From an optimization exercise on the open Yosys and OpenROAD flow, aimed at small area, a short achievable clock period and few clock cycles; shortcuts taken in it are not production practice.
The RTL was checked by simulation tests, not by an equivalence proof against the original design.
Power and IR drop assume default switching activity.

==> design/flow/design.v <==
module dither_mono #(
    parameter W = 32
) (
    input  wire        clk,
    input  wire        rst,
    input  wire        in_valid,
    output wire        in_ready,
    input  wire [15:0] in_pixel,
    input  wire        in_sof,
    input  wire [7:0]  cfg_thr,
    input  wire        cfg_dither,
    output wire        out_valid,
    input  wire        out_ready,
    output wire [7:0]  out_byte
);
    function [5:0] q7_off(input [6:0] s);
        case (s)
        7'd0: q7_off = 6'd0;
        7'd1: q7_off = 6'd0;
        7'd2: q7_off = 6'd0;
        7'd3: q7_off = 6'd1;
        7'd4: q7_off = 6'd1;
        7'd5: q7_off = 6'd2;
        7'd6: q7_off = 6'd2;
        7'd7: q7_off = 6'd3;
        7'd8: q7_off = 6'd3;
        7'd9: q7_off = 6'd3;
        7'd10: q7_off = 6'd4;
        7'd11: q7_off = 6'd4;
        7'd12: q7_off = 6'd5;
        7'd13: q7_off = 6'd5;
        7'd14: q7_off = 6'd6;
        7'd15: q7_off = 6'd6;
        7'd16: q7_off = 6'd7;
        7'd17: q7_off = 6'd7;
        7'd18: q7_off = 6'd7;
        7'd19: q7_off = 6'd8;
        7'd20: q7_off = 6'd8;
        7'd21: q7_off = 6'd9;
        7'd22: q7_off = 6'd9;
        7'd23: q7_off = 6'd10;
        7'd24: q7_off = 6'd10;
        7'd25: q7_off = 6'd10;
        7'd26: q7_off = 6'd11;
        7'd27: q7_off = 6'd11;
        7'd28: q7_off = 6'd12;
        7'd29: q7_off = 6'd12;
        7'd30: q7_off = 6'd13;
        7'd31: q7_off = 6'd13;
        7'd32: q7_off = 6'd14;
        7'd33: q7_off = 6'd14;
        7'd34: q7_off = 6'd14;
        7'd35: q7_off = 6'd15;
        7'd36: q7_off = 6'd15;
        7'd37: q7_off = 6'd16;
        7'd38: q7_off = 6'd16;
        7'd39: q7_off = 6'd17;
        7'd40: q7_off = 6'd17;
        7'd41: q7_off = 6'd17;
        7'd42: q7_off = 6'd18;
        7'd43: q7_off = 6'd18;
        7'd44: q7_off = 6'd19;
        7'd45: q7_off = 6'd19;
        7'd46: q7_off = 6'd20;
        7'd47: q7_off = 6'd20;
        7'd48: q7_off = 6'd21;
        7'd49: q7_off = 6'd21;
        7'd50: q7_off = 6'd21;
        7'd51: q7_off = 6'd22;
        7'd52: q7_off = 6'd22;
        7'd53: q7_off = 6'd23;
        7'd54: q7_off = 6'd23;
        7'd55: q7_off = 6'd24;
        7'd56: q7_off = 6'd24;
        7'd57: q7_off = 6'd24;
        7'd58: q7_off = 6'd25;
        7'd59: q7_off = 6'd25;
        7'd60: q7_off = 6'd26;
        7'd61: q7_off = 6'd26;
        7'd62: q7_off = 6'd27;
        7'd63: q7_off = 6'd27;
        7'd64: q7_off = 6'd36;
        7'd65: q7_off = 6'd36;
        7'd66: q7_off = 6'd36;
        7'd67: q7_off = 6'd37;
        7'd68: q7_off = 6'd37;
        7'd69: q7_off = 6'd38;
        7'd70: q7_off = 6'd38;
        7'd71: q7_off = 6'd39;
        7'd72: q7_off = 6'd39;
        7'd73: q7_off = 6'd39;
        7'd74: q7_off = 6'd40;
        7'd75: q7_off = 6'd40;
        7'd76: q7_off = 6'd41;
        7'd77: q7_off = 6'd41;
        7'd78: q7_off = 6'd42;
        7'd79: q7_off = 6'd42;
        7'd80: q7_off = 6'd43;
        7'd81: q7_off = 6'd43;
        7'd82: q7_off = 6'd43;
        7'd83: q7_off = 6'd44;
        7'd84: q7_off = 6'd44;
        7'd85: q7_off = 6'd45;
        7'd86: q7_off = 6'd45;
        7'd87: q7_off = 6'd46;
        7'd88: q7_off = 6'd46;
        7'd89: q7_off = 6'd46;
        7'd90: q7_off = 6'd47;
        7'd91: q7_off = 6'd47;
        7'd92: q7_off = 6'd48;
        7'd93: q7_off = 6'd48;
        7'd94: q7_off = 6'd49;
        7'd95: q7_off = 6'd49;
        7'd96: q7_off = 6'd50;
        7'd97: q7_off = 6'd50;
        7'd98: q7_off = 6'd50;
        7'd99: q7_off = 6'd51;
        7'd100: q7_off = 6'd51;
        7'd101: q7_off = 6'd52;
        7'd102: q7_off = 6'd52;
        7'd103: q7_off = 6'd53;
        7'd104: q7_off = 6'd53;
        7'd105: q7_off = 6'd53;
        7'd106: q7_off = 6'd54;
        7'd107: q7_off = 6'd54;
        7'd108: q7_off = 6'd55;
        7'd109: q7_off = 6'd55;
        7'd110: q7_off = 6'd56;
        7'd111: q7_off = 6'd56;
        7'd112: q7_off = 6'd57;
        7'd113: q7_off = 6'd57;
        7'd114: q7_off = 6'd57;
        7'd115: q7_off = 6'd58;
        7'd116: q7_off = 6'd58;
        7'd117: q7_off = 6'd59;
        7'd118: q7_off = 6'd59;
        7'd119: q7_off = 6'd60;
        7'd120: q7_off = 6'd60;
        7'd121: q7_off = 6'd60;
        7'd122: q7_off = 6'd61;
        7'd123: q7_off = 6'd61;
        7'd124: q7_off = 6'd62;
        7'd125: q7_off = 6'd62;
        7'd126: q7_off = 6'd63;
        7'd127: q7_off = 6'd63;
        endcase
    endfunction
    function [5:0] q7_on(input [6:0] s);
        case (s)
        7'd0: q7_on = 6'd36;
        7'd1: q7_on = 6'd36;
        7'd2: q7_on = 6'd37;
        7'd3: q7_on = 6'd37;
        7'd4: q7_on = 6'd38;
        7'd5: q7_on = 6'd38;
        7'd6: q7_on = 6'd39;
        7'd7: q7_on = 6'd39;
        7'd8: q7_on = 6'd39;
        7'd9: q7_on = 6'd40;
        7'd10: q7_on = 6'd40;
        7'd11: q7_on = 6'd41;
        7'd12: q7_on = 6'd41;
        7'd13: q7_on = 6'd42;
        7'd14: q7_on = 6'd42;
        7'd15: q7_on = 6'd43;
        7'd16: q7_on = 6'd43;
        7'd17: q7_on = 6'd43;
        7'd18: q7_on = 6'd44;
        7'd19: q7_on = 6'd44;
        7'd20: q7_on = 6'd45;
        7'd21: q7_on = 6'd45;
        7'd22: q7_on = 6'd46;
        7'd23: q7_on = 6'd46;
        7'd24: q7_on = 6'd46;
        7'd25: q7_on = 6'd47;
        7'd26: q7_on = 6'd47;
        7'd27: q7_on = 6'd48;
        7'd28: q7_on = 6'd48;
        7'd29: q7_on = 6'd49;
        7'd30: q7_on = 6'd49;
        7'd31: q7_on = 6'd50;
        7'd32: q7_on = 6'd50;
        7'd33: q7_on = 6'd50;
        7'd34: q7_on = 6'd51;
        7'd35: q7_on = 6'd51;
        7'd36: q7_on = 6'd52;
        7'd37: q7_on = 6'd52;
        7'd38: q7_on = 6'd53;
        7'd39: q7_on = 6'd53;
        7'd40: q7_on = 6'd53;
        7'd41: q7_on = 6'd54;
        7'd42: q7_on = 6'd54;
        7'd43: q7_on = 6'd55;
        7'd44: q7_on = 6'd55;
        7'd45: q7_on = 6'd56;
        7'd46: q7_on = 6'd56;
        7'd47: q7_on = 6'd57;
        7'd48: q7_on = 6'd57;
        7'd49: q7_on = 6'd57;
        7'd50: q7_on = 6'd58;
        7'd51: q7_on = 6'd58;
        7'd52: q7_on = 6'd59;
        7'd53: q7_on = 6'd59;
        7'd54: q7_on = 6'd60;
        7'd55: q7_on = 6'd60;
        7'd56: q7_on = 6'd60;
        7'd57: q7_on = 6'd61;
        7'd58: q7_on = 6'd61;
        7'd59: q7_on = 6'd62;
        7'd60: q7_on = 6'd62;
        7'd61: q7_on = 6'd63;
        7'd62: q7_on = 6'd63;
        7'd63: q7_on = 6'd0;
        7'd64: q7_on = 6'd0;
        7'd65: q7_on = 6'd0;
        7'd66: q7_on = 6'd1;
        7'd67: q7_on = 6'd1;
        7'd68: q7_on = 6'd2;
        7'd69: q7_on = 6'd2;
        7'd70: q7_on = 6'd3;
        7'd71: q7_on = 6'd3;
        7'd72: q7_on = 6'd3;
        7'd73: q7_on = 6'd4;
        7'd74: q7_on = 6'd4;
        7'd75: q7_on = 6'd5;
        7'd76: q7_on = 6'd5;
        7'd77: q7_on = 6'd6;
        7'd78: q7_on = 6'd6;
        7'd79: q7_on = 6'd7;
        7'd80: q7_on = 6'd7;
        7'd81: q7_on = 6'd7;
        7'd82: q7_on = 6'd8;
        7'd83: q7_on = 6'd8;
        7'd84: q7_on = 6'd9;
        7'd85: q7_on = 6'd9;
        7'd86: q7_on = 6'd10;
        7'd87: q7_on = 6'd10;
        7'd88: q7_on = 6'd10;
        7'd89: q7_on = 6'd11;
        7'd90: q7_on = 6'd11;
        7'd91: q7_on = 6'd12;
        7'd92: q7_on = 6'd12;
        7'd93: q7_on = 6'd13;
        7'd94: q7_on = 6'd13;
        7'd95: q7_on = 6'd14;
        7'd96: q7_on = 6'd14;
        7'd97: q7_on = 6'd14;
        7'd98: q7_on = 6'd15;
        7'd99: q7_on = 6'd15;
        7'd100: q7_on = 6'd16;
        7'd101: q7_on = 6'd16;
        7'd102: q7_on = 6'd17;
        7'd103: q7_on = 6'd17;
        7'd104: q7_on = 6'd17;
        7'd105: q7_on = 6'd18;
        7'd106: q7_on = 6'd18;
        7'd107: q7_on = 6'd19;
        7'd108: q7_on = 6'd19;
        7'd109: q7_on = 6'd20;
        7'd110: q7_on = 6'd20;
        7'd111: q7_on = 6'd21;
        7'd112: q7_on = 6'd21;
        7'd113: q7_on = 6'd21;
        7'd114: q7_on = 6'd22;
        7'd115: q7_on = 6'd22;
        7'd116: q7_on = 6'd23;
        7'd117: q7_on = 6'd23;
        7'd118: q7_on = 6'd24;
        7'd119: q7_on = 6'd24;
        7'd120: q7_on = 6'd24;
        7'd121: q7_on = 6'd25;
        7'd122: q7_on = 6'd25;
        7'd123: q7_on = 6'd26;
        7'd124: q7_on = 6'd26;
        7'd125: q7_on = 6'd27;
        7'd126: q7_on = 6'd27;
        7'd127: q7_on = 6'd28;
        endcase
    endfunction
    function [5:0] q5_off(input [6:0] s);
        case (s)
        7'd0: q5_off = 6'd0;
        7'd1: q5_off = 6'd0;
        7'd2: q5_off = 6'd0;
        7'd3: q5_off = 6'd0;
        7'd4: q5_off = 6'd1;
        7'd5: q5_off = 6'd1;
        7'd6: q5_off = 6'd1;
        7'd7: q5_off = 6'd2;
        7'd8: q5_off = 6'd2;
        7'd9: q5_off = 6'd2;
        7'd10: q5_off = 6'd3;
        7'd11: q5_off = 6'd3;
        7'd12: q5_off = 6'd3;
        7'd13: q5_off = 6'd4;
        7'd14: q5_off = 6'd4;
        7'd15: q5_off = 6'd4;
        7'd16: q5_off = 6'd5;
        7'd17: q5_off = 6'd5;
        7'd18: q5_off = 6'd5;
        7'd19: q5_off = 6'd5;
        7'd20: q5_off = 6'd6;
        7'd21: q5_off = 6'd6;
        7'd22: q5_off = 6'd6;
        7'd23: q5_off = 6'd7;
        7'd24: q5_off = 6'd7;
        7'd25: q5_off = 6'd7;
        7'd26: q5_off = 6'd8;
        7'd27: q5_off = 6'd8;
        7'd28: q5_off = 6'd8;
        7'd29: q5_off = 6'd9;
        7'd30: q5_off = 6'd9;
        7'd31: q5_off = 6'd9;
        7'd32: q5_off = 6'd10;
        7'd33: q5_off = 6'd10;
        7'd34: q5_off = 6'd10;
        7'd35: q5_off = 6'd10;
        7'd36: q5_off = 6'd11;
        7'd37: q5_off = 6'd11;
        7'd38: q5_off = 6'd11;
        7'd39: q5_off = 6'd12;
        7'd40: q5_off = 6'd12;
        7'd41: q5_off = 6'd12;
        7'd42: q5_off = 6'd13;
        7'd43: q5_off = 6'd13;
        7'd44: q5_off = 6'd13;
        7'd45: q5_off = 6'd14;
        7'd46: q5_off = 6'd14;
        7'd47: q5_off = 6'd14;
        7'd48: q5_off = 6'd15;
        7'd49: q5_off = 6'd15;
        7'd50: q5_off = 6'd15;
        7'd51: q5_off = 6'd15;
        7'd52: q5_off = 6'd16;
        7'd53: q5_off = 6'd16;
        7'd54: q5_off = 6'd16;
        7'd55: q5_off = 6'd17;
        7'd56: q5_off = 6'd17;
        7'd57: q5_off = 6'd17;
        7'd58: q5_off = 6'd18;
        7'd59: q5_off = 6'd18;
        7'd60: q5_off = 6'd18;
        7'd61: q5_off = 6'd19;
        7'd62: q5_off = 6'd19;
        7'd63: q5_off = 6'd19;
        7'd64: q5_off = 6'd44;
        7'd65: q5_off = 6'd44;
        7'd66: q5_off = 6'd44;
        7'd67: q5_off = 6'd44;
        7'd68: q5_off = 6'd45;
        7'd69: q5_off = 6'd45;
        7'd70: q5_off = 6'd45;
        7'd71: q5_off = 6'd46;
        7'd72: q5_off = 6'd46;
        7'd73: q5_off = 6'd46;
        7'd74: q5_off = 6'd47;
        7'd75: q5_off = 6'd47;
        7'd76: q5_off = 6'd47;
        7'd77: q5_off = 6'd48;
        7'd78: q5_off = 6'd48;
        7'd79: q5_off = 6'd48;
        7'd80: q5_off = 6'd49;
        7'd81: q5_off = 6'd49;
        7'd82: q5_off = 6'd49;
        7'd83: q5_off = 6'd49;
        7'd84: q5_off = 6'd50;
        7'd85: q5_off = 6'd50;
        7'd86: q5_off = 6'd50;
        7'd87: q5_off = 6'd51;
        7'd88: q5_off = 6'd51;
        7'd89: q5_off = 6'd51;
        7'd90: q5_off = 6'd52;
        7'd91: q5_off = 6'd52;
        7'd92: q5_off = 6'd52;
        7'd93: q5_off = 6'd53;
        7'd94: q5_off = 6'd53;
        7'd95: q5_off = 6'd53;
        7'd96: q5_off = 6'd54;
        7'd97: q5_off = 6'd54;
        7'd98: q5_off = 6'd54;
        7'd99: q5_off = 6'd54;
        7'd100: q5_off = 6'd55;
        7'd101: q5_off = 6'd55;
        7'd102: q5_off = 6'd55;
        7'd103: q5_off = 6'd56;
        7'd104: q5_off = 6'd56;
        7'd105: q5_off = 6'd56;
        7'd106: q5_off = 6'd57;
        7'd107: q5_off = 6'd57;
        7'd108: q5_off = 6'd57;
        7'd109: q5_off = 6'd58;
        7'd110: q5_off = 6'd58;
        7'd111: q5_off = 6'd58;
        7'd112: q5_off = 6'd59;
        7'd113: q5_off = 6'd59;
        7'd114: q5_off = 6'd59;
        7'd115: q5_off = 6'd59;
        7'd116: q5_off = 6'd60;
        7'd117: q5_off = 6'd60;
        7'd118: q5_off = 6'd60;
        7'd119: q5_off = 6'd61;
        7'd120: q5_off = 6'd61;
        7'd121: q5_off = 6'd61;
        7'd122: q5_off = 6'd62;
        7'd123: q5_off = 6'd62;
        7'd124: q5_off = 6'd62;
        7'd125: q5_off = 6'd63;
        7'd126: q5_off = 6'd63;
        7'd127: q5_off = 6'd63;
        endcase
    endfunction
    function [5:0] q5_on(input [6:0] s);
        case (s)
        7'd0: q5_on = 6'd44;
        7'd1: q5_on = 6'd44;
        7'd2: q5_on = 6'd44;
        7'd3: q5_on = 6'd45;
        7'd4: q5_on = 6'd45;
        7'd5: q5_on = 6'd45;
        7'd6: q5_on = 6'd46;
        7'd7: q5_on = 6'd46;
        7'd8: q5_on = 6'd46;
        7'd9: q5_on = 6'd47;
        7'd10: q5_on = 6'd47;
        7'd11: q5_on = 6'd47;
        7'd12: q5_on = 6'd48;
        7'd13: q5_on = 6'd48;
        7'd14: q5_on = 6'd48;
        7'd15: q5_on = 6'd49;
        7'd16: q5_on = 6'd49;
        7'd17: q5_on = 6'd49;
        7'd18: q5_on = 6'd49;
        7'd19: q5_on = 6'd50;
        7'd20: q5_on = 6'd50;
        7'd21: q5_on = 6'd50;
        7'd22: q5_on = 6'd51;
        7'd23: q5_on = 6'd51;
        7'd24: q5_on = 6'd51;
        7'd25: q5_on = 6'd52;
        7'd26: q5_on = 6'd52;
        7'd27: q5_on = 6'd52;
        7'd28: q5_on = 6'd53;
        7'd29: q5_on = 6'd53;
        7'd30: q5_on = 6'd53;
        7'd31: q5_on = 6'd54;
        7'd32: q5_on = 6'd54;
        7'd33: q5_on = 6'd54;
        7'd34: q5_on = 6'd54;
        7'd35: q5_on = 6'd55;
        7'd36: q5_on = 6'd55;
        7'd37: q5_on = 6'd55;
        7'd38: q5_on = 6'd56;
        7'd39: q5_on = 6'd56;
        7'd40: q5_on = 6'd56;
        7'd41: q5_on = 6'd57;
        7'd42: q5_on = 6'd57;
        7'd43: q5_on = 6'd57;
        7'd44: q5_on = 6'd58;
        7'd45: q5_on = 6'd58;
        7'd46: q5_on = 6'd58;
        7'd47: q5_on = 6'd59;
        7'd48: q5_on = 6'd59;
        7'd49: q5_on = 6'd59;
        7'd50: q5_on = 6'd59;
        7'd51: q5_on = 6'd60;
        7'd52: q5_on = 6'd60;
        7'd53: q5_on = 6'd60;
        7'd54: q5_on = 6'd61;
        7'd55: q5_on = 6'd61;
        7'd56: q5_on = 6'd61;
        7'd57: q5_on = 6'd62;
        7'd58: q5_on = 6'd62;
        7'd59: q5_on = 6'd62;
        7'd60: q5_on = 6'd63;
        7'd61: q5_on = 6'd63;
        7'd62: q5_on = 6'd63;
        7'd63: q5_on = 6'd0;
        7'd64: q5_on = 6'd0;
        7'd65: q5_on = 6'd0;
        7'd66: q5_on = 6'd0;
        7'd67: q5_on = 6'd1;
        7'd68: q5_on = 6'd1;
        7'd69: q5_on = 6'd1;
        7'd70: q5_on = 6'd2;
        7'd71: q5_on = 6'd2;
        7'd72: q5_on = 6'd2;
        7'd73: q5_on = 6'd3;
        7'd74: q5_on = 6'd3;
        7'd75: q5_on = 6'd3;
        7'd76: q5_on = 6'd4;
        7'd77: q5_on = 6'd4;
        7'd78: q5_on = 6'd4;
        7'd79: q5_on = 6'd5;
        7'd80: q5_on = 6'd5;
        7'd81: q5_on = 6'd5;
        7'd82: q5_on = 6'd5;
        7'd83: q5_on = 6'd6;
        7'd84: q5_on = 6'd6;
        7'd85: q5_on = 6'd6;
        7'd86: q5_on = 6'd7;
        7'd87: q5_on = 6'd7;
        7'd88: q5_on = 6'd7;
        7'd89: q5_on = 6'd8;
        7'd90: q5_on = 6'd8;
        7'd91: q5_on = 6'd8;
        7'd92: q5_on = 6'd9;
        7'd93: q5_on = 6'd9;
        7'd94: q5_on = 6'd9;
        7'd95: q5_on = 6'd10;
        7'd96: q5_on = 6'd10;
        7'd97: q5_on = 6'd10;
        7'd98: q5_on = 6'd10;
        7'd99: q5_on = 6'd11;
        7'd100: q5_on = 6'd11;
        7'd101: q5_on = 6'd11;
        7'd102: q5_on = 6'd12;
        7'd103: q5_on = 6'd12;
        7'd104: q5_on = 6'd12;
        7'd105: q5_on = 6'd13;
        7'd106: q5_on = 6'd13;
        7'd107: q5_on = 6'd13;
        7'd108: q5_on = 6'd14;
        7'd109: q5_on = 6'd14;
        7'd110: q5_on = 6'd14;
        7'd111: q5_on = 6'd15;
        7'd112: q5_on = 6'd15;
        7'd113: q5_on = 6'd15;
        7'd114: q5_on = 6'd15;
        7'd115: q5_on = 6'd16;
        7'd116: q5_on = 6'd16;
        7'd117: q5_on = 6'd16;
        7'd118: q5_on = 6'd17;
        7'd119: q5_on = 6'd17;
        7'd120: q5_on = 6'd17;
        7'd121: q5_on = 6'd18;
        7'd122: q5_on = 6'd18;
        7'd123: q5_on = 6'd18;
        7'd124: q5_on = 6'd19;
        7'd125: q5_on = 6'd19;
        7'd126: q5_on = 6'd19;
        7'd127: q5_on = 6'd20;
        endcase
    endfunction
    function [4:0] q3_off(input [6:0] s);
        case (s)
        7'd0: q3_off = 5'd0;
        7'd1: q3_off = 5'd0;
        7'd2: q3_off = 5'd0;
        7'd3: q3_off = 5'd0;
        7'd4: q3_off = 5'd0;
        7'd5: q3_off = 5'd0;
        7'd6: q3_off = 5'd1;
        7'd7: q3_off = 5'd1;
        7'd8: q3_off = 5'd1;
        7'd9: q3_off = 5'd1;
        7'd10: q3_off = 5'd1;
        7'd11: q3_off = 5'd2;
        7'd12: q3_off = 5'd2;
        7'd13: q3_off = 5'd2;
        7'd14: q3_off = 5'd2;
        7'd15: q3_off = 5'd2;
        7'd16: q3_off = 5'd3;
        7'd17: q3_off = 5'd3;
        7'd18: q3_off = 5'd3;
        7'd19: q3_off = 5'd3;
        7'd20: q3_off = 5'd3;
        7'd21: q3_off = 5'd3;
        7'd22: q3_off = 5'd4;
        7'd23: q3_off = 5'd4;
        7'd24: q3_off = 5'd4;
        7'd25: q3_off = 5'd4;
        7'd26: q3_off = 5'd4;
        7'd27: q3_off = 5'd5;
        7'd28: q3_off = 5'd5;
        7'd29: q3_off = 5'd5;
        7'd30: q3_off = 5'd5;
        7'd31: q3_off = 5'd5;
        7'd32: q3_off = 5'd6;
        7'd33: q3_off = 5'd6;
        7'd34: q3_off = 5'd6;
        7'd35: q3_off = 5'd6;
        7'd36: q3_off = 5'd6;
        7'd37: q3_off = 5'd6;
        7'd38: q3_off = 5'd7;
        7'd39: q3_off = 5'd7;
        7'd40: q3_off = 5'd7;
        7'd41: q3_off = 5'd7;
        7'd42: q3_off = 5'd7;
        7'd43: q3_off = 5'd8;
        7'd44: q3_off = 5'd8;
        7'd45: q3_off = 5'd8;
        7'd46: q3_off = 5'd8;
        7'd47: q3_off = 5'd8;
        7'd48: q3_off = 5'd9;
        7'd49: q3_off = 5'd9;
        7'd50: q3_off = 5'd9;
        7'd51: q3_off = 5'd9;
        7'd52: q3_off = 5'd9;
        7'd53: q3_off = 5'd9;
        7'd54: q3_off = 5'd10;
        7'd55: q3_off = 5'd10;
        7'd56: q3_off = 5'd10;
        7'd57: q3_off = 5'd10;
        7'd58: q3_off = 5'd10;
        7'd59: q3_off = 5'd11;
        7'd60: q3_off = 5'd11;
        7'd61: q3_off = 5'd11;
        7'd62: q3_off = 5'd11;
        7'd63: q3_off = 5'd11;
        7'd64: q3_off = 5'd20;
        7'd65: q3_off = 5'd20;
        7'd66: q3_off = 5'd20;
        7'd67: q3_off = 5'd20;
        7'd68: q3_off = 5'd20;
        7'd69: q3_off = 5'd20;
        7'd70: q3_off = 5'd21;
        7'd71: q3_off = 5'd21;
        7'd72: q3_off = 5'd21;
        7'd73: q3_off = 5'd21;
        7'd74: q3_off = 5'd21;
        7'd75: q3_off = 5'd22;
        7'd76: q3_off = 5'd22;
        7'd77: q3_off = 5'd22;
        7'd78: q3_off = 5'd22;
        7'd79: q3_off = 5'd22;
        7'd80: q3_off = 5'd23;
        7'd81: q3_off = 5'd23;
        7'd82: q3_off = 5'd23;
        7'd83: q3_off = 5'd23;
        7'd84: q3_off = 5'd23;
        7'd85: q3_off = 5'd23;
        7'd86: q3_off = 5'd24;
        7'd87: q3_off = 5'd24;
        7'd88: q3_off = 5'd24;
        7'd89: q3_off = 5'd24;
        7'd90: q3_off = 5'd24;
        7'd91: q3_off = 5'd25;
        7'd92: q3_off = 5'd25;
        7'd93: q3_off = 5'd25;
        7'd94: q3_off = 5'd25;
        7'd95: q3_off = 5'd25;
        7'd96: q3_off = 5'd26;
        7'd97: q3_off = 5'd26;
        7'd98: q3_off = 5'd26;
        7'd99: q3_off = 5'd26;
        7'd100: q3_off = 5'd26;
        7'd101: q3_off = 5'd26;
        7'd102: q3_off = 5'd27;
        7'd103: q3_off = 5'd27;
        7'd104: q3_off = 5'd27;
        7'd105: q3_off = 5'd27;
        7'd106: q3_off = 5'd27;
        7'd107: q3_off = 5'd28;
        7'd108: q3_off = 5'd28;
        7'd109: q3_off = 5'd28;
        7'd110: q3_off = 5'd28;
        7'd111: q3_off = 5'd28;
        7'd112: q3_off = 5'd29;
        7'd113: q3_off = 5'd29;
        7'd114: q3_off = 5'd29;
        7'd115: q3_off = 5'd29;
        7'd116: q3_off = 5'd29;
        7'd117: q3_off = 5'd29;
        7'd118: q3_off = 5'd30;
        7'd119: q3_off = 5'd30;
        7'd120: q3_off = 5'd30;
        7'd121: q3_off = 5'd30;
        7'd122: q3_off = 5'd30;
        7'd123: q3_off = 5'd31;
        7'd124: q3_off = 5'd31;
        7'd125: q3_off = 5'd31;
        7'd126: q3_off = 5'd31;
        7'd127: q3_off = 5'd31;
        endcase
    endfunction
    function [4:0] q3_on(input [6:0] s);
        case (s)
        7'd0: q3_on = 5'd20;
        7'd1: q3_on = 5'd20;
        7'd2: q3_on = 5'd20;
        7'd3: q3_on = 5'd20;
        7'd4: q3_on = 5'd20;
        7'd5: q3_on = 5'd21;
        7'd6: q3_on = 5'd21;
        7'd7: q3_on = 5'd21;
        7'd8: q3_on = 5'd21;
        7'd9: q3_on = 5'd21;
        7'd10: q3_on = 5'd22;
        7'd11: q3_on = 5'd22;
        7'd12: q3_on = 5'd22;
        7'd13: q3_on = 5'd22;
        7'd14: q3_on = 5'd22;
        7'd15: q3_on = 5'd23;
        7'd16: q3_on = 5'd23;
        7'd17: q3_on = 5'd23;
        7'd18: q3_on = 5'd23;
        7'd19: q3_on = 5'd23;
        7'd20: q3_on = 5'd23;
        7'd21: q3_on = 5'd24;
        7'd22: q3_on = 5'd24;
        7'd23: q3_on = 5'd24;
        7'd24: q3_on = 5'd24;
        7'd25: q3_on = 5'd24;
        7'd26: q3_on = 5'd25;
        7'd27: q3_on = 5'd25;
        7'd28: q3_on = 5'd25;
        7'd29: q3_on = 5'd25;
        7'd30: q3_on = 5'd25;
        7'd31: q3_on = 5'd26;
        7'd32: q3_on = 5'd26;
        7'd33: q3_on = 5'd26;
        7'd34: q3_on = 5'd26;
        7'd35: q3_on = 5'd26;
        7'd36: q3_on = 5'd26;
        7'd37: q3_on = 5'd27;
        7'd38: q3_on = 5'd27;
        7'd39: q3_on = 5'd27;
        7'd40: q3_on = 5'd27;
        7'd41: q3_on = 5'd27;
        7'd42: q3_on = 5'd28;
        7'd43: q3_on = 5'd28;
        7'd44: q3_on = 5'd28;
        7'd45: q3_on = 5'd28;
        7'd46: q3_on = 5'd28;
        7'd47: q3_on = 5'd29;
        7'd48: q3_on = 5'd29;
        7'd49: q3_on = 5'd29;
        7'd50: q3_on = 5'd29;
        7'd51: q3_on = 5'd29;
        7'd52: q3_on = 5'd29;
        7'd53: q3_on = 5'd30;
        7'd54: q3_on = 5'd30;
        7'd55: q3_on = 5'd30;
        7'd56: q3_on = 5'd30;
        7'd57: q3_on = 5'd30;
        7'd58: q3_on = 5'd31;
        7'd59: q3_on = 5'd31;
        7'd60: q3_on = 5'd31;
        7'd61: q3_on = 5'd31;
        7'd62: q3_on = 5'd31;
        7'd63: q3_on = 5'd0;
        7'd64: q3_on = 5'd0;
        7'd65: q3_on = 5'd0;
        7'd66: q3_on = 5'd0;
        7'd67: q3_on = 5'd0;
        7'd68: q3_on = 5'd0;
        7'd69: q3_on = 5'd1;
        7'd70: q3_on = 5'd1;
        7'd71: q3_on = 5'd1;
        7'd72: q3_on = 5'd1;
        7'd73: q3_on = 5'd1;
        7'd74: q3_on = 5'd2;
        7'd75: q3_on = 5'd2;
        7'd76: q3_on = 5'd2;
        7'd77: q3_on = 5'd2;
        7'd78: q3_on = 5'd2;
        7'd79: q3_on = 5'd3;
        7'd80: q3_on = 5'd3;
        7'd81: q3_on = 5'd3;
        7'd82: q3_on = 5'd3;
        7'd83: q3_on = 5'd3;
        7'd84: q3_on = 5'd3;
        7'd85: q3_on = 5'd4;
        7'd86: q3_on = 5'd4;
        7'd87: q3_on = 5'd4;
        7'd88: q3_on = 5'd4;
        7'd89: q3_on = 5'd4;
        7'd90: q3_on = 5'd5;
        7'd91: q3_on = 5'd5;
        7'd92: q3_on = 5'd5;
        7'd93: q3_on = 5'd5;
        7'd94: q3_on = 5'd5;
        7'd95: q3_on = 5'd6;
        7'd96: q3_on = 5'd6;
        7'd97: q3_on = 5'd6;
        7'd98: q3_on = 5'd6;
        7'd99: q3_on = 5'd6;
        7'd100: q3_on = 5'd6;
        7'd101: q3_on = 5'd7;
        7'd102: q3_on = 5'd7;
        7'd103: q3_on = 5'd7;
        7'd104: q3_on = 5'd7;
        7'd105: q3_on = 5'd7;
        7'd106: q3_on = 5'd8;
        7'd107: q3_on = 5'd8;
        7'd108: q3_on = 5'd8;
        7'd109: q3_on = 5'd8;
        7'd110: q3_on = 5'd8;
        7'd111: q3_on = 5'd9;
        7'd112: q3_on = 5'd9;
        7'd113: q3_on = 5'd9;
        7'd114: q3_on = 5'd9;
        7'd115: q3_on = 5'd9;
        7'd116: q3_on = 5'd9;
        7'd117: q3_on = 5'd10;
        7'd118: q3_on = 5'd10;
        7'd119: q3_on = 5'd10;
        7'd120: q3_on = 5'd10;
        7'd121: q3_on = 5'd10;
        7'd122: q3_on = 5'd11;
        7'd123: q3_on = 5'd11;
        7'd124: q3_on = 5'd11;
        7'd125: q3_on = 5'd11;
        7'd126: q3_on = 5'd11;
        7'd127: q3_on = 5'd12;
        endcase
    endfunction
    function [3:0] q1_off(input [6:0] s);
        case (s)
        7'd0: q1_off = 4'd0;
        7'd1: q1_off = 4'd1;
        7'd2: q1_off = 4'd2;
        7'd3: q1_off = 4'd2;
        7'd4: q1_off = 4'd2;
        7'd5: q1_off = 4'd2;
        7'd6: q1_off = 4'd2;
        7'd7: q1_off = 4'd1;
        7'd8: q1_off = 4'd2;
        7'd9: q1_off = 4'd3;
        7'd10: q1_off = 4'd2;
        7'd11: q1_off = 4'd2;
        7'd12: q1_off = 4'd2;
        7'd13: q1_off = 4'd2;
        7'd14: q1_off = 4'd2;
        7'd15: q1_off = 4'd3;
        7'd16: q1_off = 4'd1;
        7'd17: q1_off = 4'd2;
        7'd18: q1_off = 4'd3;
        7'd19: q1_off = 4'd3;
        7'd20: q1_off = 4'd3;
        7'd21: q1_off = 4'd3;
        7'd22: q1_off = 4'd3;
        7'd23: q1_off = 4'd2;
        7'd24: q1_off = 4'd3;
        7'd25: q1_off = 4'd4;
        7'd26: q1_off = 4'd3;
        7'd27: q1_off = 4'd3;
        7'd28: q1_off = 4'd3;
        7'd29: q1_off = 4'd3;
        7'd30: q1_off = 4'd3;
        7'd31: q1_off = 4'd4;
        7'd32: q1_off = 4'd2;
        7'd33: q1_off = 4'd3;
        7'd34: q1_off = 4'd4;
        7'd35: q1_off = 4'd4;
        7'd36: q1_off = 4'd4;
        7'd37: q1_off = 4'd4;
        7'd38: q1_off = 4'd4;
        7'd39: q1_off = 4'd3;
        7'd40: q1_off = 4'd4;
        7'd41: q1_off = 4'd5;
        7'd42: q1_off = 4'd4;
        7'd43: q1_off = 4'd4;
        7'd44: q1_off = 4'd4;
        7'd45: q1_off = 4'd4;
        7'd46: q1_off = 4'd4;
        7'd47: q1_off = 4'd5;
        7'd48: q1_off = 4'd3;
        7'd49: q1_off = 4'd4;
        7'd50: q1_off = 4'd5;
        7'd51: q1_off = 4'd5;
        7'd52: q1_off = 4'd5;
        7'd53: q1_off = 4'd5;
        7'd54: q1_off = 4'd5;
        7'd55: q1_off = 4'd4;
        7'd56: q1_off = 4'd5;
        7'd57: q1_off = 4'd6;
        7'd58: q1_off = 4'd5;
        7'd59: q1_off = 4'd5;
        7'd60: q1_off = 4'd5;
        7'd61: q1_off = 4'd5;
        7'd62: q1_off = 4'd5;
        7'd63: q1_off = 4'd6;
        7'd64: q1_off = 4'd12;
        7'd65: q1_off = 4'd13;
        7'd66: q1_off = 4'd14;
        7'd67: q1_off = 4'd14;
        7'd68: q1_off = 4'd14;
        7'd69: q1_off = 4'd14;
        7'd70: q1_off = 4'd14;
        7'd71: q1_off = 4'd13;
        7'd72: q1_off = 4'd14;
        7'd73: q1_off = 4'd15;
        7'd74: q1_off = 4'd14;
        7'd75: q1_off = 4'd14;
        7'd76: q1_off = 4'd14;
        7'd77: q1_off = 4'd14;
        7'd78: q1_off = 4'd14;
        7'd79: q1_off = 4'd15;
        7'd80: q1_off = 4'd13;
        7'd81: q1_off = 4'd14;
        7'd82: q1_off = 4'd15;
        7'd83: q1_off = 4'd15;
        7'd84: q1_off = 4'd15;
        7'd85: q1_off = 4'd15;
        7'd86: q1_off = 4'd15;
        7'd87: q1_off = 4'd14;
        7'd88: q1_off = 4'd15;
        7'd89: q1_off = 4'd0;
        7'd90: q1_off = 4'd15;
        7'd91: q1_off = 4'd15;
        7'd92: q1_off = 4'd15;
        7'd93: q1_off = 4'd15;
        7'd94: q1_off = 4'd15;
        7'd95: q1_off = 4'd0;
        7'd96: q1_off = 4'd14;
        7'd97: q1_off = 4'd15;
        7'd98: q1_off = 4'd0;
        7'd99: q1_off = 4'd0;
        7'd100: q1_off = 4'd0;
        7'd101: q1_off = 4'd0;
        7'd102: q1_off = 4'd0;
        7'd103: q1_off = 4'd15;
        7'd104: q1_off = 4'd0;
        7'd105: q1_off = 4'd1;
        7'd106: q1_off = 4'd0;
        7'd107: q1_off = 4'd0;
        7'd108: q1_off = 4'd0;
        7'd109: q1_off = 4'd0;
        7'd110: q1_off = 4'd0;
        7'd111: q1_off = 4'd1;
        7'd112: q1_off = 4'd15;
        7'd113: q1_off = 4'd0;
        7'd114: q1_off = 4'd1;
        7'd115: q1_off = 4'd1;
        7'd116: q1_off = 4'd1;
        7'd117: q1_off = 4'd1;
        7'd118: q1_off = 4'd1;
        7'd119: q1_off = 4'd0;
        7'd120: q1_off = 4'd1;
        7'd121: q1_off = 4'd2;
        7'd122: q1_off = 4'd1;
        7'd123: q1_off = 4'd1;
        7'd124: q1_off = 4'd1;
        7'd125: q1_off = 4'd1;
        7'd126: q1_off = 4'd1;
        7'd127: q1_off = 4'd2;
        endcase
    endfunction
    function [3:0] q1_on(input [6:0] s);
        case (s)
        7'd0: q1_on = 4'd13;
        7'd1: q1_on = 4'd14;
        7'd2: q1_on = 4'd14;
        7'd3: q1_on = 4'd14;
        7'd4: q1_on = 4'd14;
        7'd5: q1_on = 4'd14;
        7'd6: q1_on = 4'd13;
        7'd7: q1_on = 4'd14;
        7'd8: q1_on = 4'd15;
        7'd9: q1_on = 4'd14;
        7'd10: q1_on = 4'd14;
        7'd11: q1_on = 4'd14;
        7'd12: q1_on = 4'd14;
        7'd13: q1_on = 4'd14;
        7'd14: q1_on = 4'd15;
        7'd15: q1_on = 4'd13;
        7'd16: q1_on = 4'd14;
        7'd17: q1_on = 4'd15;
        7'd18: q1_on = 4'd15;
        7'd19: q1_on = 4'd15;
        7'd20: q1_on = 4'd15;
        7'd21: q1_on = 4'd15;
        7'd22: q1_on = 4'd14;
        7'd23: q1_on = 4'd15;
        7'd24: q1_on = 4'd0;
        7'd25: q1_on = 4'd15;
        7'd26: q1_on = 4'd15;
        7'd27: q1_on = 4'd15;
        7'd28: q1_on = 4'd15;
        7'd29: q1_on = 4'd15;
        7'd30: q1_on = 4'd0;
        7'd31: q1_on = 4'd14;
        7'd32: q1_on = 4'd15;
        7'd33: q1_on = 4'd0;
        7'd34: q1_on = 4'd0;
        7'd35: q1_on = 4'd0;
        7'd36: q1_on = 4'd0;
        7'd37: q1_on = 4'd0;
        7'd38: q1_on = 4'd15;
        7'd39: q1_on = 4'd0;
        7'd40: q1_on = 4'd1;
        7'd41: q1_on = 4'd0;
        7'd42: q1_on = 4'd0;
        7'd43: q1_on = 4'd0;
        7'd44: q1_on = 4'd0;
        7'd45: q1_on = 4'd0;
        7'd46: q1_on = 4'd1;
        7'd47: q1_on = 4'd15;
        7'd48: q1_on = 4'd0;
        7'd49: q1_on = 4'd1;
        7'd50: q1_on = 4'd1;
        7'd51: q1_on = 4'd1;
        7'd52: q1_on = 4'd1;
        7'd53: q1_on = 4'd1;
        7'd54: q1_on = 4'd0;
        7'd55: q1_on = 4'd1;
        7'd56: q1_on = 4'd2;
        7'd57: q1_on = 4'd1;
        7'd58: q1_on = 4'd1;
        7'd59: q1_on = 4'd1;
        7'd60: q1_on = 4'd1;
        7'd61: q1_on = 4'd1;
        7'd62: q1_on = 4'd2;
        7'd63: q1_on = 4'd0;
        7'd64: q1_on = 4'd1;
        7'd65: q1_on = 4'd2;
        7'd66: q1_on = 4'd2;
        7'd67: q1_on = 4'd2;
        7'd68: q1_on = 4'd2;
        7'd69: q1_on = 4'd2;
        7'd70: q1_on = 4'd1;
        7'd71: q1_on = 4'd2;
        7'd72: q1_on = 4'd3;
        7'd73: q1_on = 4'd2;
        7'd74: q1_on = 4'd2;
        7'd75: q1_on = 4'd2;
        7'd76: q1_on = 4'd2;
        7'd77: q1_on = 4'd2;
        7'd78: q1_on = 4'd3;
        7'd79: q1_on = 4'd1;
        7'd80: q1_on = 4'd2;
        7'd81: q1_on = 4'd3;
        7'd82: q1_on = 4'd3;
        7'd83: q1_on = 4'd3;
        7'd84: q1_on = 4'd3;
        7'd85: q1_on = 4'd3;
        7'd86: q1_on = 4'd2;
        7'd87: q1_on = 4'd3;
        7'd88: q1_on = 4'd4;
        7'd89: q1_on = 4'd3;
        7'd90: q1_on = 4'd3;
        7'd91: q1_on = 4'd3;
        7'd92: q1_on = 4'd3;
        7'd93: q1_on = 4'd3;
        7'd94: q1_on = 4'd4;
        7'd95: q1_on = 4'd2;
        7'd96: q1_on = 4'd3;
        7'd97: q1_on = 4'd4;
        7'd98: q1_on = 4'd4;
        7'd99: q1_on = 4'd4;
        7'd100: q1_on = 4'd4;
        7'd101: q1_on = 4'd4;
        7'd102: q1_on = 4'd3;
        7'd103: q1_on = 4'd4;
        7'd104: q1_on = 4'd5;
        7'd105: q1_on = 4'd4;
        7'd106: q1_on = 4'd4;
        7'd107: q1_on = 4'd4;
        7'd108: q1_on = 4'd4;
        7'd109: q1_on = 4'd4;
        7'd110: q1_on = 4'd5;
        7'd111: q1_on = 4'd3;
        7'd112: q1_on = 4'd4;
        7'd113: q1_on = 4'd5;
        7'd114: q1_on = 4'd5;
        7'd115: q1_on = 4'd5;
        7'd116: q1_on = 4'd5;
        7'd117: q1_on = 4'd5;
        7'd118: q1_on = 4'd4;
        7'd119: q1_on = 4'd5;
        7'd120: q1_on = 4'd6;
        7'd121: q1_on = 4'd5;
        7'd122: q1_on = 4'd5;
        7'd123: q1_on = 4'd5;
        7'd124: q1_on = 4'd5;
        7'd125: q1_on = 4'd5;
        7'd126: q1_on = 4'd6;
        7'd127: q1_on = 4'd4;
        endcase
    endfunction
    function [7:0] ks8(input [7:0] a, input [7:0] b);
        reg [7:0] p, g, pp, gg;
        integer   i, d;
        begin
            p  = a ^ b;
            g  = a & b;
            pp = p;
            gg = g;
            for (d = 1; d < 8; d = d * 2)
                for (i = 7; i >= d; i = i - 1) begin
                    gg[i] = gg[i] | (pp[i] & gg[i-d]);
                    pp[i] = pp[i] & pp[i-d];
                end
            ks8 = p ^ {gg[6:0], 1'b0};
        end
    endfunction
    function [5:0] intensity(input [15:0] p);
        reg [5:0] a, b, c;
        reg       ab, cb, ac;
        begin
            a  = {p[4:0], 1'b0};
            b  = p[10:5];
            c  = {p[15:11], 1'b0};
            ab = a > b;
            cb = c > b;
            ac = p[4:0] > p[15:11];
            if (ac)
                intensity = ab ? a : b;
            else
                intensity = cb ? c : b;
        end
    endfunction
    wire       f1_go, f2_go, x_go;
    wire       pb_wr;
    wire       g_valid_n, fr_valid_n, x_sure_n;
    wire              a_we;
    wire [4:0]        a_wpos;
    wire signed [6:0] a_wdata;
    reg        in_ready_r;
    reg        iv;
    reg [15:0] ipix;
    reg        isof, idith;
    reg [5:0]  ithr;
    wire acc_in = in_valid & in_ready_r;
    assign in_ready = in_ready_r;
    always @(posedge clk) begin
        if (~iv | pb_wr) begin
            ipix  <= in_pixel;
            isof  <= in_sof;
            ithr  <= cfg_thr[7:2];
            idith <= cfg_dither;
        end
    end
    reg [5:0]  pb [0:31];
    reg [5:0]  cnt;           
    reg [5:0]  cr;            
    reg [4:0]  wx;            
    reg        w_wdir;        
    reg        w_rdir;        
    reg        w_odd, w_first, w_dith;
    reg [5:0]  w_t6;
    reg [4:0]  rk;            
    assign     pb_wr    = iv & (~cnt[5] | f1_go);
    wire       w_new    = (wx == 5'd0);
    wire       wdir_eff = w_new ? w_rdir : w_wdir;
    wire [4:0] wp       = wx ^ {5{wdir_eff}};
    wire       iv_n     = acc_in | (iv & ~pb_wr);
    wire       w_row    = pb_wr & w_new;
    wire       w_odd_n  = w_row ? (~isof & ~w_odd) : w_odd;
    wire       w_first_n = w_row ? isof : w_first;
    wire       w_dith_n = (w_row & isof) ? idith : w_dith;
    wire [5:0] w_t6_n   = (w_row & isof) ? ithr : w_t6;
    wire       w_rdir_n = (w_row & ~isof) ? (w_rdir ^ ~w_odd) : w_rdir;
    wire [5:0] cnt_n    = cnt + {5'd0, pb_wr} - {5'd0, f1_go};
    wire       full_n   = (cnt[5] & (pb_wr | ~f1_go)) | ((cnt == 6'd31) & pb_wr & ~f1_go);
    wire       f1_sure_n = ~g_valid_n | ~fr_valid_n | x_sure_n;
    always @(posedge clk) begin
        if (pb_wr)
            pb[wp] <= intensity(ipix);
    end
    always @(posedge clk) begin
        if (rst) begin
            in_ready_r <= 1'b1;
            iv         <= 1'b0;
            cnt        <= 6'd0;
            cr         <= 6'd0;
            wx         <= 5'd0;
            w_rdir     <= 1'b0;
            w_wdir     <= 1'b0;
            w_odd      <= 1'b1;
        end else begin
            in_ready_r <= ~iv_n | ~full_n | f1_sure_n;
            iv         <= iv_n;
            cnt        <= cnt_n;
            cr         <= cr + {5'd0, pb_wr} - {(f1_go & (rk == 5'd31)), 5'd0};
            if (pb_wr)
                wx <= wx + 5'd1;
            if (w_row)
                w_wdir <= w_rdir;
            w_odd   <= w_odd_n;
            w_first <= w_first_n;
            w_dith  <= w_dith_n;
            w_t6    <= w_t6_n;
            w_rdir  <= w_rdir_n;
        end
    end
    reg        rs;            
    reg        r_odd, r_zero, r_dith, r_rdir;
    reg [5:0]  r_t6;
    reg [4:0]  rp_r, fx_r;    
    wire       rs_n   = f1_go ? (rk == 5'd31) : rs;
    wire       f_odd  = r_odd;
    wire       f_zero = r_zero;
    wire       f_dith = r_dith;
    wire [5:0] f_t6   = r_t6;
    wire [4:0] rp     = rp_r;
    wire [4:0] fx     = fx_r;
    wire       avail  = f_odd ? cr[5] : (cnt != 6'd0);
    reg signed [6:0]  el [0:31];   
    wire [5:0]        v      = pb[rp];
    wire signed [6:0] el_rd  = (a_we && a_wpos == fx) ? a_wdata : el[fx];
    reg               g_valid;
    reg [5:0]         g_v;
    reg signed [6:0]  g_tv;        
    reg signed [6:0]  g_el;
    reg [4:0]         g_x;
    reg               g_rs, g_last, g_zero, g_dith, g_odd;
    assign f1_go     = avail & (~g_valid | f2_go);
    assign g_valid_n = f1_go | (g_valid & ~f2_go);
    always @(posedge clk) begin
        if (rst) begin
            rk      <= 5'd0;
            rs      <= 1'b1;
            g_valid <= 1'b0;
        end else begin
            if (f1_go)
                rk <= rk + 5'd1;
            rs <= rs_n;
            if (rs_n) begin
                r_odd  <= w_odd_n;
                r_zero <= w_first_n | ~w_dith_n;
                r_dith <= w_dith_n;
                r_rdir <= w_rdir_n;
                r_t6   <= w_t6_n;
                rp_r   <= {5{w_rdir_n}};
                fx_r   <= {5{w_odd_n}};
            end else if (f1_go) begin
                rp_r <= r_rdir ? rp_r - 5'd1 : rp_r + 5'd1;
                fx_r <= r_odd  ? fx_r - 5'd1 : fx_r + 5'd1;
            end
            g_valid <= g_valid_n;
        end
        if (f1_go) begin
            g_v    <= v;
            g_tv   <= ~ks8({2'b11, ~f_t6}, {2'b00, v});    
            g_el   <= el_rd;
            g_x    <= fx;
            g_rs   <= rs;
            g_last <= (rk == 5'd31);
            g_zero <= f_zero;
            g_dith <= f_dith;
            g_odd  <= f_odd;
        end else if (a_we && a_wpos == g_x) begin
            g_el   <= a_wdata;
        end
    end
    reg               fr_valid;
    reg [6:0]         fr_b0;      
    reg signed [7:0]  fr_t;       
    reg               fr_dith, fr_odd, fr_last, fr_rs;
    reg [4:0]         fr_x;
    reg signed [5:0]  accA;        
    reg signed [3:0]  accB;        
    wire signed [5:0] accA_n;
    wire signed [3:0] accB_n;
    wire              caseA = fr_valid;
    wire signed [6:0] err0  = caseA ? {{3{accB_n[3]}}, accB_n} : {accA_n[5], accA_n};
    wire signed [6:0] errl  = (a_we && a_wpos == g_x) ? a_wdata : g_el;
    wire signed [6:0] err   = g_zero ? 7'sd0 : (g_rs ? err0 : errl);
    wire signed [7:0] base  = ks8({2'b00, g_v}, {err[6], err});
    assign f2_go      = g_valid & (~fr_valid | x_go);
    assign fr_valid_n = f2_go | (fr_valid & ~x_go);
    always @(posedge clk) begin
        if (rst)
            fr_valid <= 1'b0;
        else
            fr_valid <= fr_valid_n;
        if (f2_go) begin
            fr_b0   <= base[6:0];
            fr_t    <= ~ks8(~{g_tv[6], g_tv}, {err[6], err});    
            fr_dith <= g_dith;
            fr_odd  <= g_odd;
            fr_last <= g_last;
            fr_rs   <= g_rs;
            fr_x    <= g_x;
        end
    end
    reg signed [5:0]  carry;
    wire [7:0]        s0w  = ks8({1'b0, fr_b0}, {{2{carry[5]}}, carry});
    wire [6:0]        s0   = s0w[6:0];
    wire              on   = carry > fr_t;
    wire [5:0]        q7   = on ? q7_on(s0) : q7_off(s0);
    wire [5:0]        q5   = on ? q5_on(s0) : q5_off(s0);
    wire              sel_q5 = g_valid & ~g_zero;
    reg  [31:0] dec;
    reg  [3:0]  pend;
    reg  [1:0]  nb;
    reg         ov;
    reg  [7:0]  ob;
    reg         pxg_r;        
    reg         nbx_r;        
    wire        cap       = ~ov & pend[nb];
    wire [1:0]  xg        = fr_x[4:3];
    wire        dec_block = pxg_r & (ov | ~nbx_r);
    wire        bdone     = fr_odd ? (fr_x[2:0] == 3'd0) : (fr_x[2:0] == 3'd7);
    wire [3:0]  pend_n    = (pend & ~(cap ? (4'd1 << nb) : 4'd0))
                          | ((x_go & bdone) ? (4'd1 << xg) : 4'd0);
    wire [1:0]  xg_n      = f2_go ? g_x[4:3] : xg;
    assign x_go = fr_valid & ~dec_block;
    assign x_sure_n = ~pend_n[xg_n] | (~(cap | ov) & (nb + {1'b0, cap} == xg_n));
    reg               er_valid, er_rs;
    reg [4:0]         er_wpos;
    reg signed [4:0]  er_q3;
    reg signed [5:0]  er_q5;
    reg signed [3:0]  er_q1;
    always @(posedge clk) begin
        if (rst) begin
            carry    <= 6'sd0;
            er_valid <= 1'b0;
            pend     <= 4'd0;
            pxg_r    <= 1'b0;
            nbx_r    <= 1'b0;
            nb       <= 2'd0;
            ov       <= 1'b0;
        end else begin
            if (x_go) begin
                if (fr_last | ~fr_dith)
                    carry <= (fr_last & sel_q5) ? q5 : 6'sd0;
                else
                    carry <= q7;
            end
            er_valid <= x_go;
            pend <= pend_n;
            pxg_r <= pend_n[xg_n];
            nbx_r <= (nb + {1'b0, cap} == xg_n);
            if (cap)
                nb <= nb + 2'd1;
            ov <= cap | (ov & ~out_ready);
        end
        if (x_go) begin
            dec[fr_x] <= on;
            er_rs     <= fr_rs;
            er_wpos   <= fr_odd ? fr_x + 5'd1 : fr_x - 5'd1;
            er_q3     <= on ? q3_on(s0) : q3_off(s0);
            er_q5     <= q5;
            er_q1     <= on ? q1_on(s0) : q1_off(s0);
        end
        if (cap)
            ob <= dec[nb*8 +: 8];
    end
    assign out_valid = ov;
    assign out_byte  = ob;
    assign a_we    = er_valid & ~er_rs;
    assign a_wpos  = er_wpos;
    wire [7:0] a_sum3 = ks8({{2{accA[5]}}, accA}, {{3{er_q3[4]}}, er_q3});
    wire [7:0] a_sum5 = ks8({{4{accB[3]}}, accB}, {{2{er_q5[5]}}, er_q5});
    assign a_wdata = a_sum3[6:0];
    assign accA_n  = er_valid ? (er_rs ? er_q5 : a_sum5[5:0]) : accA;
    assign accB_n  = er_valid ? er_q1 : accB;
    always @(posedge clk) begin
        accA <= accA_n;
        accB <= accB_n;
        if (a_we)
            el[a_wpos] <= a_wdata;
    end
endmodule
==> design/flow/run.sh <==
#!/bin/bash
# synth_recipe.tcl (not shown) runs the flow's synth.tcl, then flattens the netlist and writes it again
# the make line also repeats each setting of config.mk as NAME=value (left out here)
make -C /OpenROAD-flow-scripts/flow DESIGN_CONFIG=/design/flow/config.mk WORK_HOME=/design/flow/orfs CLKGATE_MAP_FILE= SYNTH_SCRIPT=/design/flow/synth_recipe.tcl finish
==> design/flow/config.mk <==
export PLATFORM = sky130hd
export DESIGN_NAME = dither_mono
export DESIGN_NICKNAME = dither_mono
export VERILOG_FILES = /design/flow/design.v
export SDC_FILE = /design/flow/constraint.sdc
export NUM_CORES = 4
export LEC_CHECK = 0
export CAP_MARGIN = 20
export CORE_MARGIN = 2
export CORE_UTILIZATION = 40
export CTS_CLUSTER_DIAMETER = 80
export CTS_CLUSTER_SIZE = 30
export PLACE_DENSITY = 0.6
export SLEW_MARGIN = 20
==> design/flow/constraint.sdc <==
create_clock -name core_clock -period 13.0 [get_ports {clk}]
set_input_delay 2.6000 -clock core_clock [delete_from_list [all_inputs] [get_ports {clk}]]
set_output_delay 2.6000 -clock core_clock [all_outputs]
set_load 0.01 [all_outputs]
==> results of run 1 <==
## Yosys cell counts (10+ instances only)
cell type / count / area share [%]
a211oi_1: 19 / 0.47
o211ai_1: 16 / 0.40
nand2_1: 135 / 1.7
o22ai_1: 13 / 0.27
xor2_1: 24 / 0.69
nor2b_1: 27 / 0.56
a22o_1: 22 / 0.63
mux2_2: 27 / 1.0
dfxtp_1: 73 / 4.8
ha_1: 107 / 4.4
fa_1: 10 / 0.66
mux2i_1: 28 / 0.92
mux4_2: 141 / 10
edfxtp_1: 575 / 57
o21bai_1: 13 / 0.32
nand2b_1: 14 / 0.29
a31oi_1: 22 / 0.45
a21oi_1: 127 / 2.1
buf_1: 22 / 0.27
nor3_1: 29 / 0.48
nand3_1: 31 / 0.51
a21o_1: 25 / 0.62
o21ai_0: 71 / 1.2
buf_2: 18 / 0.30
nor2_1: 172 / 2.1
xnor2_1: 46 / 1.3
inv_1: 105 / 1.3
clkbuf_1: 64 / 0.79
## cell type report
class / instances / area [um2]
repair buffers: 69 / 626
fillers: 6735 / 42700
inverters: 108 / 405
clock buffers: 40 / 820
flip-flops and latches: 648 / 18700
well taps: 978 / 1220
clock inverters: 18 / 246
multi-input cells: 1269 / 10900
## power by group
part	switching (mW)	leakage (nW)	internal [mW]
combinational	2.12	4.80	1.39
sequential	0.261	5.88	2.93
clock	0.701	0.517	0.486
## worst max-delay path by stage
| stage | slack, ns | endpoint |
|---|---|---|
| after floorplan | 9.01 | fr_t[7]$_DFFE_PN_ |
| after global placement | 8.60 | register |
| after detailed placement | 8.55 | carry[4]$_SDFFE_PP0P_ |
| after CTS | 8.48 | carry[4]$_SDFFE_PP0P_ |
| after global routing | 8.13 | carry[4]$_SDFFE_PP0P_ |
| final | 8.41 | carry[4]$_SDFFE_PP0P_ |
## sequential cells by signal, summed over array words and instances (netlist names), 7 cells and up, named ones only
| name | flops |
|---|---|
| ipix | 16 |
| fr_t | 8 |
| pb | 192 |
| el | 224 |
| g_el | 7 |
| fr_b0 | 7 |
| dec | 32 |
| ob | 8 |
| g_tv | 7 |
## stage by stage
step	std cells	power, mW	util (%)	hold slack (ns)	worst slack [ns]
floorplan	2134	5.67	-	0.400	9.01
global placement	3071	6.63	42.1	0.401	8.60
detailed placement	3071	6.71	42.1	0.406	8.55
CTS	3129	7.91	43.5	0.418	8.48
global route	3130	8.38	43.6	0.437	8.13
finish	3130	7.88	43.6	0.415	8.41
## cells by family after synthesis
logic type               Yosys count  share of synthesized area, %
AO/OA/AOI/OAI                    412                          8.82
XOR/XNOR                          70                          2.02
adder cells (fa/ha/maj)          120                          5.17
buffers and inverters            217                          2.83
flip-flops                       648                          61.7
multiplexers                     196                          12.4
AND/OR/NAND/NOR                  471                          7.06
## per-layer routing
layer	vias to the layer above	wire length, um	global-route usage [%]
li1	8133	-	-
met1	8949	29000	22.9
met2	429	31900	28.4
met3	58	2790	2.24
met4	0	1050	3.21
met5	-	0	0
## critical path, cell delays in order, from the launching register on
cell and delay, ns:
edfxtp_1 0.41, ha_1 0.28, fa_1 0.72, inv_1 0.28
ha_1 0.53, inv_1 0.30, nand2_1 0.13, a21oi_1 0.08
a211oi_1 0.78, a21oi_1 0.15, a211oi_1 0.26, a31oi_1 0.09
a221oi_1 0.35, nor2_1 0.10
==> impl_results.md, run 1 <==
- Hold Crit Start: fr_rs$_DFFE_PN_
- Crit path kind: register to register
- Mapped Cells: 2134
- Worst-case reg-to-reg path depth: 13
- Lkg Pwr: 11.2 nW
- Max Slew Vio Count: 0
- Reg2reg start: fr_b0[0]$_DFFE_PN_
- First-pass GRT wire length: 102000 um
- Die Y: 279 um
- Clk latency of the worst-skew pair: 0.64 ns
- Post-synth EDFFs: 575
- CTS resizes: 0
- Reg-to-reg endpoint: carry[4]$_SDFFE_PP0P_
- Yosys warns: 1
- Worst R2R Setup Slack: 8.41 ns
- Fin crit period: 4.59 ns
- Total Nets Final: 2274
- Worst Hold Class: register to register
- Sequential-to-total area share from yosys stat: 61.7%
- Initial antenna violation count: 1
- Most frequent cells in the layout: edfxtp_1, nor2_1, mux4_2
- Worst Tran Pin Value: 1.08 ns
- GRT Util Overall: 16.6%
- Seq cells post-synth: 648
- Die ar.: 0.0781 mm2
- Synthesized area: 0.0303 mm2
- Max-Cap Viols: 0
- Most common cell after layout, fill and taps aside: edfxtp_1
- Core area: 0.0756 mm2
- Post-DP Area: 0.0318 mm2
- Layout cells sized above 1: 13.5%
- Clock sink total: 648
- DRC viols: 0
- Max Fclk: 218 MHz
- Syn Area/Cell: 14.2 um2
- Via density: 5.61
- Status: finished clean
- Worst Hold Path Cells: 0
- CP Max Fanout: 15
- Post-DP HPWL: 42400 um
- Cts bufs inserted: 31
- Synth Flop Type: edfxtp_1
- H-Tree Depth: 1
- TritonCTS clock tree: yes
- Antenna cells: 0
- Design area: 0.0329 mm2
- Cell variety after synth: 80
- Die width: 279 um
- # port buffers: 37
- VDD IR max: 173 uV
- Unrepaired setup endpoints after global routing: no
- Final setup vio count: 0
- Critical Path AT: 5.10 ns
- Period utilization: 35.3%
- Pin count of the biggest net entering global routing: 57
- Root Driver: clkbuf_16
- Async S/R FF share, synth: 0%
- RePlAce Congestion: 0.886
- Startpoint types: register
- Cell Rows: 101
- Detailed Route Iter0 Violations: 1628
- Clk_skew: 0.0282 ns
- Syn Nets: 2281
- Initial Utilization: 40.2%
- DR pass1 iterations: 5
- Final WL: 64700 um
- Vias in the first global route: 17700
- Area Growth Syn to Fin: 8.45%
- Hold_buf cts: 0
- Routed vias: 17600
- I/O Pins: 40
- Crit path launch: fr_b0[0]$_DFFE_PN_
- TNS Setup: 0 ns
- Total gr overflow: 0
- WP data required: 13.51 ns
- Wire per inst: 20.7 um
- Relative slew slack: 27.7%
- Power per cell area: 239 mW/mm2
- Final ANT Viol Nets: 0
- Clock transition at path regs: 0.12 ns
- CTS Buffer Depth: 3
- Worst Hold Path EP: er_rs$_DFFE_PP_
- Final hold vios: 0
- Post-CTS Setup Inserts: 0
- Crit. End Element: register
Testbench counts, summed over its fixed seeds: cycles 20,640.
==> run 2, diff against run 1 <==
--- a/design/flow/config.mk
+++ b/design/flow/config.mk
@@ -8,7 +8,5 @@
 export CAP_MARGIN = 20
 export CORE_MARGIN = 2
 export CORE_UTILIZATION = 40
-export CTS_CLUSTER_DIAMETER = 80
-export CTS_CLUSTER_SIZE = 30
 export PLACE_DENSITY = 0.6
 export SLEW_MARGIN = 20
==> impl_results.md, run 2 <==
- Post-synth top cells: edfxtp_1, nor2_1, mux4_2
- Clock network power share: 22.5% (+7.4 points)
- Lkg Pwr: 11.7 nW (+5.0%)
- Fin crit period: 4.56 ns (-0.0328 ns)
- Async S/R FF share, synth: 0% (unchanged)
- Worst Tran Pin Value: 1.07 ns (-0.0149 ns)
- Critical Path AT: 5.04 ns (-0.06 ns)
- Die Y: 279 um (unchanged)
- Top reg by flops: el
- Synth area leaders: edfxtp_1, mux4_2, dfxtp_1
- Antenna cells: 0 (unchanged)
- Post-synth EDFFs: 575 (unchanged)
- Die width: 279 um (unchanged)
- Cell type of the slowest stage on the worst timing path: a211oi_1
- Crit-path cells: ha_1 > fa_1 > inv_1 > ha_1 > inv_1 > nand2_1 > a21oi_1 > a211oi_1 > a21oi_1 > a211oi_1 > a31oi_1 > a221oi_1 > nor2_1
- Routed vias: 17900 (+1.7%)
- Clk_skew: 0.0260 ns (-0.00223 ns)
- First-pass GRT wire length: 105000 um (+2.1%)
- Core area: 0.0756 mm2 (unchanged)
- P_sw: 3.19 mW (+3.5%)
- Cell Rows: 101 (unchanged)
- RePlAce Congestion: 0.886 (unchanged)
- Final ANT Viol Nets: 0 (unchanged)
- Placed insts: 3071 (unchanged)
- Via density: 5.59 (-0.47%)
- Die ar.: 0.0781 mm2 (unchanged)
- TNS Setup: 0 ns (unchanged)
- Crit. End Element: register
- Status: finished clean
- # port buffers: 37 (unchanged)
- Clk latency of the worst-skew pair: 0.62 ns (-0.02 ns)
- Total gr overflow: 0 (unchanged)
- Worst Hold Path EP: er_rs$_DFFE_PP_
- Pin count of the biggest net entering global routing: 57 (unchanged)
- CTS Buffer Depth: 3 (unchanged)
- H-Tree Depth: 3 (+2)
- Relative slew slack: 28.7% (+0.99 points)
- DR pass1 iterations: 5 (unchanged)
- Worst Hold Path Cells: 0 (unchanged)
- Clock sink total: 648 (unchanged)
- Area Growth Syn to Fin: 12.3%
- Fillers: 6614 (-1.8%)
- Seq cells post-synth: 648 (unchanged)
- Crit path largest cell delay: 0.74 ns (-0.04 ns)
- Worst R2R Setup Slack: 8.44 ns (+0.03 ns)
- Max reg flops: 224 (unchanged)
- Mapped Cells: 2134 (unchanged)
- Yosys warns: 1 (unchanged)
- GRT Util Overall: 17.2% (+0.54 points)
- Top cell type's share of synthesized area: 56.9% (unchanged)
- DRC viols: 0 (unchanged)
- Reg-to-reg endpoint: carry[4]$_SDFFE_PP0P_
- Final WL: 66000 um (+1.9%)
- CP Max Fanout: 15 (unchanged)
- Switching Share: 36.9% (-2.2 points)
- Most frequent cells in the layout: edfxtp_1, nor2_1, mux4_2
- WP data required: 13.49 ns (-0.02 ns)
- Layout cells sized above 1: 15.2% (+1.7 points)
- Detailed Route Iter0 Violations: 1610 (-1.1%)
- Total Nets Final: 2312 (+1.7%)
- Max Slew Vio Count: 0 (unchanged)
- Period utilization: 35.0% (-0.25 points)
- Worst-case reg-to-reg path depth: 13 (unchanged)
- Crit path kind: register to register
- Synth Flop Type: edfxtp_1
- Power per cell area: 253 mW/mm2 (+5.8%)
- CTS resizes: 0 (unchanged)
- Clock transition at path regs: 0.06 ns (-0.06 ns)
- TritonCTS clock tree: yes
- Final setup vio count: 0 (unchanged)
- Biggest regs: el (224), pb (192), dec (32)
- Root Driver: clkbuf_16
- Post-DP HPWL: 42400 um (unchanged)
- Syn Nets: 2281 (unchanged)
- Power Internal: 5.44 mW (+13%)
- Dominant cell by count in the synthesized netlist: edfxtp_1
- Most common cell after layout, fill and taps aside: edfxtp_1
- Startpoint types: register
- VDD IR max: 173 uV (about the same)
- Layout Cells excl Fill: 3198 (+2.2%)
- Hold_buf cts: 0 (unchanged)
- Max-Cap Viols: 0 (unchanged)
- Seq pwr share: 37.0% (-3.5 points)
- Unrepaired setup endpoints after global routing: no
- Worst Hold Class: register to register
- Vias in the first global route: 18100 (+2.4%)
- Reg2reg start: fr_b0[0]$_DFFE_PN_
- Cts bufs inserted: 69 (+120%)
- Wire per inst: 20.6 um (-0.24%)
- Post-CTS Setup Inserts: 0 (unchanged)
- Initial antenna violation count: 1 (unchanged)
- Cell variety after synth: 80 (unchanged)
- Synthesized area: 0.0303 mm2 (unchanged)
- Sequential-to-total area share from yosys stat: 61.7% (unchanged)
- Area leader, netlist: edfxtp_1
- Max Fclk: 220 MHz (+0.72%)
- Hold Crit Start: fr_rs$_DFFE_PN_
- I/O Pins: 40 (unchanged)
- Syn Area/Cell: 14.2 um2 (unchanged)
- Initial Utilization: 40.2% (unchanged)
- Logic pwr share: 40.5% (-4.0 points)
- Final hold vios: 0 (unchanged)
run 2: cell type report:
cell class | instances | area, um2 | area share [%]
inverters | 108 | 405 | 1.19
multi-input cells | 1269 | 10900 | 31.9
well taps | 978 | 1220 | 3.59
clock inverters | 30 | 342 | 1.00
flip-flops and latches | 648 | 18700 | 55.0
repair buffers | 69 | 626 | 1.84
clock buffers | 96 | 1880 | 5.52
run 2: metrics by stage:
step                      hold slack (ns)  setup slack (ns)  instance area, um2  util [%]  power, mW
after floorplan                     0.400              9.01               30300         -       5.67
after global placement              0.401              8.60               31800      42.1       6.63
after detailed placement            0.406              8.55               31800      42.1       6.71
after CTS                           0.418              8.50               34000      45.0       8.68
after global routing                0.430              8.16               34100      45.1       9.16
final                               0.420              8.44               34100      45.1       8.63
run 2: critical path: cells and delay by family (launching register included):
| family | cells | cell delay, ns |
|---|---|---|
| DFF | 1 | 0.40 |
| adders and majority gates | 3 | 1.52 |
| AOI/OAI and AO/OA | 6 | 1.66 |
| buffers and inverters | 2 | 0.60 |
| and+or+nand+nor | 2 | 0.24 |
run 2: worst max path at each step:
stage / start / to / slack [ns] / cells past startpoint
detailed placement: fr_b0[0]$_DFFE_PN_ / carry[4]$_SDFFE_PP0P_ / 8.55 / 13
global placement: rst / register / 8.60 / 4
CTS: fr_b0[0]$_DFFE_PN_ / carry[4]$_SDFFE_PP0P_ / 8.50 / 13
floorplan: accA[0]$_DFF_P_ / fr_t[7]$_DFFE_PN_ / 9.01 / 14
global route: fr_b0[0]$_DFFE_PN_ / carry[4]$_SDFFE_PP0P_ / 8.16 / 13
finish: fr_b0[0]$_DFFE_PN_ / carry[4]$_SDFFE_PP0P_ / 8.44 / 13
run 2: power by group through the flow:
stage	combinational (mW)	sequential, mW	clock, mW
floorplan	2.60	3.06	0
global placement	3.36	3.27	0
detailed placement	3.43	3.28	0
CTS	3.46	3.24	1.98
global route	3.86	3.23	2.06
finish	3.50	3.19	1.94
run 2: cells by family after synthesis:
logic type      count (synthesis)  synth area share, %
fa+ha+maj                     120                 5.17
compound gates                412                 8.82
flops                         648                 61.7
mux                           196                 12.4
xor+xnor                       70                 2.02
buf+inv                       217                 2.83
simple gates                  471                 7.06
run 2: routing by layer:
metal  track usage (%)  up-vias  routed length (um)
met5                 0        -                   0
met4              5.58        0                1600
met3              3.00      100                3250
met2              28.1      469               32100
met1              23.4     9034               29100
li1                  -     8264                   -

separate check: timing with driven ports:
The flow's constraints put no driver on any port. The routed layouts listed below were extracted and timed again, unchanged, in two steps. Step 1, drivers: a clkbuf_16 drives clk and a buf_2 each remaining input, both assumed. Step 2 times the ports against the registers' clock, not the clock port: input delays grow and output delays shrink by t, the midpoint of the rising clock arrivals with the driver on. Three values: ideal, step 1, step 2; two values: the first two.
run	t, ns	slack for setup (ns)	clock arrival spread, ns
run 1	0.686	8.412 / 8.412 / 8.412	0.034 / 0.034
run 2	0.665	8.444 / 8.444 / 8.444	0.026 / 0.026
After both steps every run listed still meets setup and hold.
